From an optimization exercise on the open Yosys and OpenROAD flow, aimed at small area, a short achievable clock period and few clock cycles per item; shortcuts taken in it are not production practice. Function was checked by simulation only, so behaviour that the tests miss may differ from the original.

== west ==
==> module snow3g_f9hash, before the edit <==
module snow3g_f9hash (
    input  wire        clk,
    input  wire        rst,           
    input  wire        start_valid,
    output wire        start_ready,
    input  wire [63:0] p,
    input  wire [63:0] q,
    input  wire [31:0] z5,
    input  wire [15:0] len,           
    input  wire        blk_valid,
    output wire        blk_ready,
    input  wire [63:0] blk,
    output wire        res_valid,
    input  wire        res_ready,
    output wire [63:0] eval,
    output wire [31:0] maci
);
    localparam [2:0] ST_IDLE = 3'd0;    
    localparam [2:0] ST_BLK  = 3'd1;    
    localparam [2:0] ST_FIN1 = 3'd2;    
    localparam [2:0] ST_FIN2 = 3'd3;    
    localparam [2:0] ST_FW0  = 3'd4;    
    localparam [2:0] ST_FW1  = 3'd5;    
    function [63:0] gf_sq(input [63:0] a);
        reg [127:0] t;
        integer i;
        begin
            t = 128'd0;
            for (i = 0; i < 64; i = i + 1)
                t[2 * i] = a[i];
            for (i = 126; i >= 64; i = i - 1)
                if (t[i])
                    t[i - 64 +: 5] = t[i - 64 +: 5] ^ 5'h1B;
            gf_sq = t[63:0];
        end
    endfunction
    reg [2:0]   state;
    reg [63:0]  x;              
    reg [63:0]  k_r;            
    reg [278:0] mid;            
    reg [63:0]  p_r, q_r;
    reg [31:0]  z5_r;
    reg [15:0]  len_r;
    reg [10:0]  blocks_left;    
    reg         need;           
    reg         slot;           
    reg         fresh1, fresh2; 
    reg         ev1, ev;        
    reg         rv;             
    reg [63:0]  eval_r;
    reg [31:0]  z5_o;           
    wire [278:0] mid_n;
    wire [63:0]  prod;
    gf64mul_s1 u_s1 (.a(x), .b(k_r), .m(mid_n));
    gf64mul_s2 u_s2 (.m(mid), .r(prod));
    wire [63:0] prod_c = (fresh1 | fresh2) ? 64'd0 : prod;
    wire [63:0] p_sq   = gf_sq(p_r);
    wire [10:0] n_blocks = {1'b0, len[15:6]} + {10'd0, |len[5:0]};
    reg         last_blk;       
    wire [5:0]  tail     = len_r[5:0];
    wire [63:0] tailmask = (tail == 6'd0) ? {64{1'b1}} : ~({64{1'b1}} >> tail);
    wire [63:0] blk_m    = last_blk ? (blk & tailmask) : blk;
    reg sr_r, br_r;
    wire go = sr_r && (state != ST_IDLE);    
    assign start_ready = sr_r;
    assign blk_ready   = br_r;
    assign res_valid   = rv;
    assign eval        = eval_r;
    assign maci        = eval_r[63:32] ^ z5_o;
    wire take_start = start_valid && sr_r;
    wire take_blk   = blk_valid && br_r;
    reg [2:0] state_n;
    reg       rv_n, ev1_n, ev_n, slot_n, need_n;
    always @* begin
        case (state)
            ST_BLK:  state_n = (take_blk && last_blk) ? ST_FIN1 : ST_BLK;
            ST_FIN1: state_n = ST_FIN2;
            ST_FIN2: state_n = go ? ST_IDLE : ST_FW0;
            ST_FW0:  state_n = ST_FW1;
            ST_FW1:  state_n = go ? ST_IDLE : ST_FW0;
            default: state_n = ST_IDLE;
        endcase
        if (take_start)
            state_n = (len == 16'd0) ? ST_FIN1 : ST_BLK;
        rv_n   = ev || (rv && !res_ready);
        ev1_n  = go;
        ev_n   = ev1;
        slot_n = take_start ? 1'b0 : ~slot;
        need_n = take_start ? 1'b0 : (need ^ take_blk);
        if (rst) begin
            state_n = ST_IDLE;
            rv_n    = 1'b0;
            ev1_n   = 1'b0;
            ev_n    = 1'b0;
        end
    end
    wire sr_n = (state_n == ST_IDLE) ||
                (((state_n == ST_FIN2) || (state_n == ST_FW1)) && !rv_n && !ev1_n && !ev_n);
    wire br_n = (state_n == ST_BLK) && (slot_n == need_n);
    wire [63:0] k_next = take_blk ? (last_blk ? p_r : p_sq) :
                         go       ? q_r : 64'd1;
    wire [63:0] x_add = (state == ST_BLK)  ? (take_blk ? blk_m : 64'd0) :
                        (state == ST_FIN1) ? {48'd0, len_r} :
                        (state == ST_FIN2) ? x : 64'd0;
    always @(posedge clk) begin
        mid    <= mid_n;
        k_r    <= k_next;
        x      <= prod_c ^ x_add;
        state  <= state_n;
        rv     <= rv_n;
        ev1    <= ev1_n;
        ev     <= ev_n;
        slot   <= slot_n;
        need   <= need_n;
        sr_r   <= sr_n;
        br_r   <= br_n;
        fresh1 <= take_start && !rst;
        fresh2 <= fresh1;
        if (!rst) begin
            if (ev) begin
                eval_r <= prod;
            end
            if (go)
                z5_o   <= z5_r;
            if (take_blk) begin
                blocks_left <= blocks_left - 11'd1;
                last_blk    <= (blocks_left == 11'd2);
            end
            if (take_start) begin
                p_r         <= p;
                q_r         <= q;
                z5_r        <= z5;
                len_r       <= len;
                blocks_left <= n_blocks;
                last_blk    <= (n_blocks == 11'd1);
            end
        end
    end
endmodule
clock: 5.0 ns
lec_check: 0
cap_margin: 20
core_margin: 2
core_utilization: 40
place_density: 0.6
setup_slack_margin: 2.25
slew_margin: 20
standard.sh (not shown) runs the stock make flow with config.mk's settings and CLKGATE_MAP_FILE= SYNTH_SCRIPT=/design/flow/synth_recipe.tcl, a recipe that flattens the netlist after the stock synthesis.
==> flow/flow/run.sh <==
#!/bin/bash
# The standard layout (the standard.sh: ORFS with the standard synthesis),
# with one change: the buffers that buffer_ports puts on every input and output
# port are sky130_fd_sc_hd__buf_1 instead of the delay cell
# sky130_fd_sc_hd__clkdlybuf4s50_1 that the resizer picks by default.
# The full output of the make run goes to flow_make.log in the work folder;
# each ORFS step also keeps its own log under orfs/logs/.
set -euo pipefail
export BUFFER_PORTS_ARGS="-buffer_cell sky130_fd_sc_hd__buf_1"
bash standard.sh finish > flow_make.log 2>&1
Testbench counts of west, summed over its fixed seeds: cycles 1,921, blocks 1,787.
What middle does differently from west at the input level:
diff --git a/flow/design.v b/flow/design.v
--- a/flow/design.v
+++ b/flow/design.v
@@ -45,31 +45,31 @@
     reg         need;           
     reg         slot;           
     reg         fresh1, fresh2; 
     reg         ev1, ev;        
     reg         rv;             
     reg [63:0]  eval_r;
-    reg [31:0]  z5_o;           
+    reg [31:0]  maci_r;
     wire [278:0] mid_n;
     wire [63:0]  prod;
     gf64mul_s1 u_s1 (.a(x), .b(k_r), .m(mid_n));
     gf64mul_s2 u_s2 (.m(mid), .r(prod));
     wire [63:0] prod_c = (fresh1 | fresh2) ? 64'd0 : prod;
     wire [63:0] p_sq   = gf_sq(p_r);
     wire [10:0] n_blocks = {1'b0, len[15:6]} + {10'd0, |len[5:0]};
-    reg         last_blk;       
+    wire        last_blk = (blocks_left == 11'd1);
     wire [5:0]  tail     = len_r[5:0];
     wire [63:0] tailmask = (tail == 6'd0) ? {64{1'b1}} : ~({64{1'b1}} >> tail);
     wire [63:0] blk_m    = last_blk ? (blk & tailmask) : blk;
     reg sr_r, br_r;
     wire go = sr_r && (state != ST_IDLE);    
     assign start_ready = sr_r;
     assign blk_ready   = br_r;
     assign res_valid   = rv;
     assign eval        = eval_r;
-    assign maci        = eval_r[63:32] ^ z5_o;
+    assign maci        = maci_r;
     wire take_start = start_valid && sr_r;
     wire take_blk   = blk_valid && br_r;
     reg [2:0] state_n;
     reg       rv_n, ev1_n, ev_n, slot_n, need_n;
     always @* begin
         case (state)
@@ -116,26 +116,24 @@
         br_r   <= br_n;
         fresh1 <= take_start && !rst;
         fresh2 <= fresh1;
         if (!rst) begin
             if (ev) begin
                 eval_r <= prod;
+                maci_r <= prod[63:32] ^ maci_r;
             end
             if (go)
-                z5_o   <= z5_r;
-            if (take_blk) begin
+                maci_r <= z5_r;
+            if (take_blk)
                 blocks_left <= blocks_left - 11'd1;
-                last_blk    <= (blocks_left == 11'd2);
-            end
             if (take_start) begin
                 p_r         <= p;
                 q_r         <= q;
                 z5_r        <= z5;
                 len_r       <= len;
                 blocks_left <= n_blocks;
-                last_blk    <= (n_blocks == 11'd1);
             end
         end
     end
 endmodule
 module gf64mul_s1 (input wire [63:0] a, input wire [63:0] b, output wire [278:0] m);
     wire [14:0] t1;
==> notes.md <==
middle vs. west: global-route usage went up, routed length on met3 fell by 2500 µm. middle ended up with sky130_fd_sc_hd__xnor2_1 as its cell type of the slowest stage on the worst timing path; west ended up with sky130_fd_sc_hd__xor3_1. middle vs west on routed wire length: middle is the higher one. middle against west: area after synthesis grew by 0.76%, synthesis-stage register bit count neither gained nor lost much. middle ended with more post-layout instance count excluding filler cells than west. middle vs west: routed length on met2 up by a few percent. Looking only at hold slack, and setting everything else aside, the higher value of west and middle goes to middle. Taking west as the reference, in middle overall via count from detail_route now larger, floorplan core area increased by about 0.4% relative to the old numbers, synthesized-area fraction occupied by adder cells roughly the same.
Testbench counts of middle, summed over its fixed seeds: cycles 1,921, blocks 1,787.

[separate check: timing with driven ports]
The flow's constraints put no driver on any port. The routed layouts listed below were extracted and timed again, unchanged, in two steps. Step 1 (the two cells are an assumption about what drives the block):
set clk [get_ports {clk}]
set_driving_cell -lib_cell sky130_fd_sc_hd__clkbuf_16 $clk
set_driving_cell -lib_cell sky130_fd_sc_hd__buf_2 [delete_from_list [all_inputs] $clk]
Step 2 times the ports against the registers' clock, not the clock port: input delays grow and output delays shrink by t, the midpoint of the rising clock arrivals with the driver on. a / b / c = no drivers / after step 1 / after step 2; a / b = the first two.
| run | t, ns | slack for setup (ns) | latest minus earliest clock arrival (ns) |
|---|---|---|---|
| west | 0.809 | 2.093 / 2.093 / 1.694 | 0.038 / 0.038 |
| middle | 0.788 | 2.047 / 2.047 / 1.935 | 0.049 / 0.049 |
After both steps every run listed still meets setup and hold. The setup slack of west, which loses most, moves by 0.000 ns with the drivers and by -0.399 ns with both steps.
